This is an optimization exercise on Yosys and OpenROAD, whose aim is small area, a short achievable clock period and few clock cycles per item, not a production implementation.
In this exercise RTL edits were held to simulation tests only and were not proved equivalent to the original.
Power is estimated from default activity; no workload was simulated.

exp/yarrow:
## simpledes_core
module simpledes_core (
    input  wire        clk,
    input  wire        rst,         
    input  wire [23:0] cmd,
    input  wire        cmd_valid,
    output wire        cmd_ready,
    output wire [11:0] dout,
    output wire [7:0]  status
);
Size in the first run: ~41 flip-flops, roughly 48 I/O pins, about 3400 sq um of cells after synthesis.
==> flow/config.mk <==
export PLATFORM = sky130hd
export DESIGN_NAME = simpledes_core
export DESIGN_NICKNAME = simpledes_core
export VERILOG_FILES = /design/flow/design.v
export SDC_FILE = /design/flow/constraint.sdc
export NUM_CORES = 4
export LEC_CHECK = 0
export CAP_MARGIN = 20
export CORE_MARGIN = 2
export CORE_UTILIZATION = 40
export SETUP_SLACK_MARGIN = 1.3
export SLEW_MARGIN = 20
==> flow/constraint.sdc <==
create_clock -name core_clock -period 4.5 [get_ports {clk}]
set_input_delay 0.9000 -clock core_clock [delete_from_list [all_inputs] [get_ports {clk}]]
set_output_delay 0.9000 -clock core_clock [all_outputs]
set_load 0.01 [all_outputs]
standard.sh (not shown) runs the stock make flow with config.mk's settings and CLKGATE_MAP_FILE= SYNTH_SCRIPT=/design/flow/synth_recipe.tcl, a recipe that flattens the netlist after the stock synthesis.
==> flow/flow/run.sh <==
#!/bin/bash
# Standard layout, with the port buffers made of a regular buffer cell instead of the
# delay cell buffer_ports picks by default.
set -euo pipefail
bash standard.sh "BUFFER_PORTS_ARGS=-buffer_cell sky130_fd_sc_hd__buf_1" finish > run_standard.log 2>&1
exp/yarrow: all stages complete, timing, DRC and antenna checks passed
Testbench counts of exp/yarrow, summed over its fixed seeds: cycles 3,073, items 1,600.
--- input diff exp/yarrow..exp/juniper ---
- SETUP_SLACK_MARGIN now 1.0, was 1.3
## What came out
Count of non-filler cells in the finished layout: exp/juniper vs exp/yarrow, no meaningful difference
exp/juniper against exp/yarrow; total length of routed met3 wires is down by more than a quarter.
exp/juniper: hold slack 0.0089 ns above exp/yarrow
Worst setup margin in exp/juniper vs exp/yarrow: down 0.18 ns
### exp/juniper -> exp/raven
- ABC_AREA now 1, previously not set
- SETUP_SLACK_MARGIN now 1.3, was 1.0
==> comparison <==
- For the overall track demand over capacity in global routing, exp/raven came in 3.7 points higher than exp/juniper did.
- Starting density of the core in exp/raven is 0.18 points above exp/juniper.
- Summary: wire length, exp/raven worse than exp/juniper
- exp/raven consumes less power than exp/juniper does.
- Summary: post-layout minimum cycle time, exp/raven better than exp/juniper
- rot[2] as the launch point of the critical path was reported by exp/raven, and rot[1] by exp/juniper.
- Cmp exp/raven and exp/juniper / count of clock-buffer cells in the layout / higher: exp/juniper
Modified inputs, exp/quartz compared to exp/raven
- clearing ABC_AREA, which used to be 1
- swapping 1.3 for 1.5 in SETUP_SLACK_MARGIN
Results
Final cell utilization of the core is higher on exp/quartz. For the fraction of layout cells with a size suffix above 1, exp/quartz came in 7.2 points higher than exp/raven did. Lower final cell count was reported by exp/quartz, not exp/raven.

* * *

Another version of the RTL of simpledes_core (not shown whole).
For scale: roughly 41 flip-flops, ~48 I/O pins, ~3700 sq um of cells after synthesis.
Design simpledes_core, start of the top module:
module simpledes_core (
    input  wire        clk,
    input  wire        rst,         
    input  wire [23:0] cmd,
    input  wire        cmd_valid,
    output wire        cmd_ready,
    output wire [11:0] dout,
    output wire [7:0]  status
);
make LEC_CHECK=0 CAP_MARGIN=20 CORE_MARGIN=2 CORE_UTILIZATION=40 SLEW_MARGIN=20 finish   # period 4.5 ns
run.sh (not shown) runs the stock make flow with config.mk's settings and CLKGATE_MAP_FILE= SYNTH_SCRIPT=/design/flow/synth_recipe.tcl, a recipe that flattens the netlist after the stock synthesis.
Stock flow here: none of the scripts above is used.
Testbench counts at the start, summed over its fixed seeds: cycles 3,073, items 1,600.
Edit:
==> flow/flow/run.sh (new file) <==
#!/bin/bash
# Standard layout, with the port buffers made of a regular buffer cell instead of the
# delay cell buffer_ports picks by default.
set -euo pipefail
bash standard.sh "BUFFER_PORTS_ARGS=-buffer_cell sky130_fd_sc_hd__buf_2" finish > run_standard.log 2>&1
==> flow/standard.sh (new file) <==
#!/bin/bash
# synth_recipe.tcl (not shown) runs the flow's synth.tcl, then flattens the netlist and writes it again
# the make line also repeats each setting of config.mk as NAME=value (left out here)
make -C /OpenROAD-flow-scripts/flow DESIGN_CONFIG=/design/flow/config.mk WORK_HOME=/design/flow/orfs CLKGATE_MAP_FILE= SYNTH_SCRIPT=/design/flow/synth_recipe.tcl "${@:-finish}"
Settings changed: SETUP_SLACK_MARGIN from default to 1.5.
removed: flow/run.sh
Via count grows by 1.6%.
Wire length came out higher by 6.5%.
Count of clock-buffer cells in the layout goes up by 1.
Final area hardly moves.

port drivers added, routing unchanged:
The results above use ideal ports. As a check the final layouts listed here were re-extracted and re-timed, cells and wires unchanged. Step 1 (the two cells are an assumption about what drives the block):
set clk [get_ports {clk}]
set_driving_cell -lib_cell sky130_fd_sc_hd__clkbuf_16 $clk
set_driving_cell -lib_cell sky130_fd_sc_hd__buf_2 [delete_from_list [all_inputs] $clk]
Step 2 moves the port delays by t, midway between the first and last clock arrival at a register: inputs arrive t later, outputs are due t later. That takes back most of the time a late clock gives input paths. Slacks: ideal / step 1 / step 2; pairs: ideal / step 1.
run	t, ns	setup slack, ns	cell pins on the clock port's net
exp/yarrow	0.331	1.452 / 1.421 / 1.200	1
exp/juniper	0.316	1.274 / 1.245 / 0.975	1
exp/raven	0.325	1.517 / 1.487 / 1.325	1
exp/quartz	0.318	1.550 / 1.520 / 1.334	1
the first run of note 2	0.331	0.660 / 0.627 / 0.826	1
the second run of note 2	0.322	1.417 / 1.388 / 1.330	1
After both steps setup and hold are still met in every run listed. For exp/juniper, which loses most, drivers alone change the setup slack by -0.029 ns; drivers and shift together by -0.299 ns.
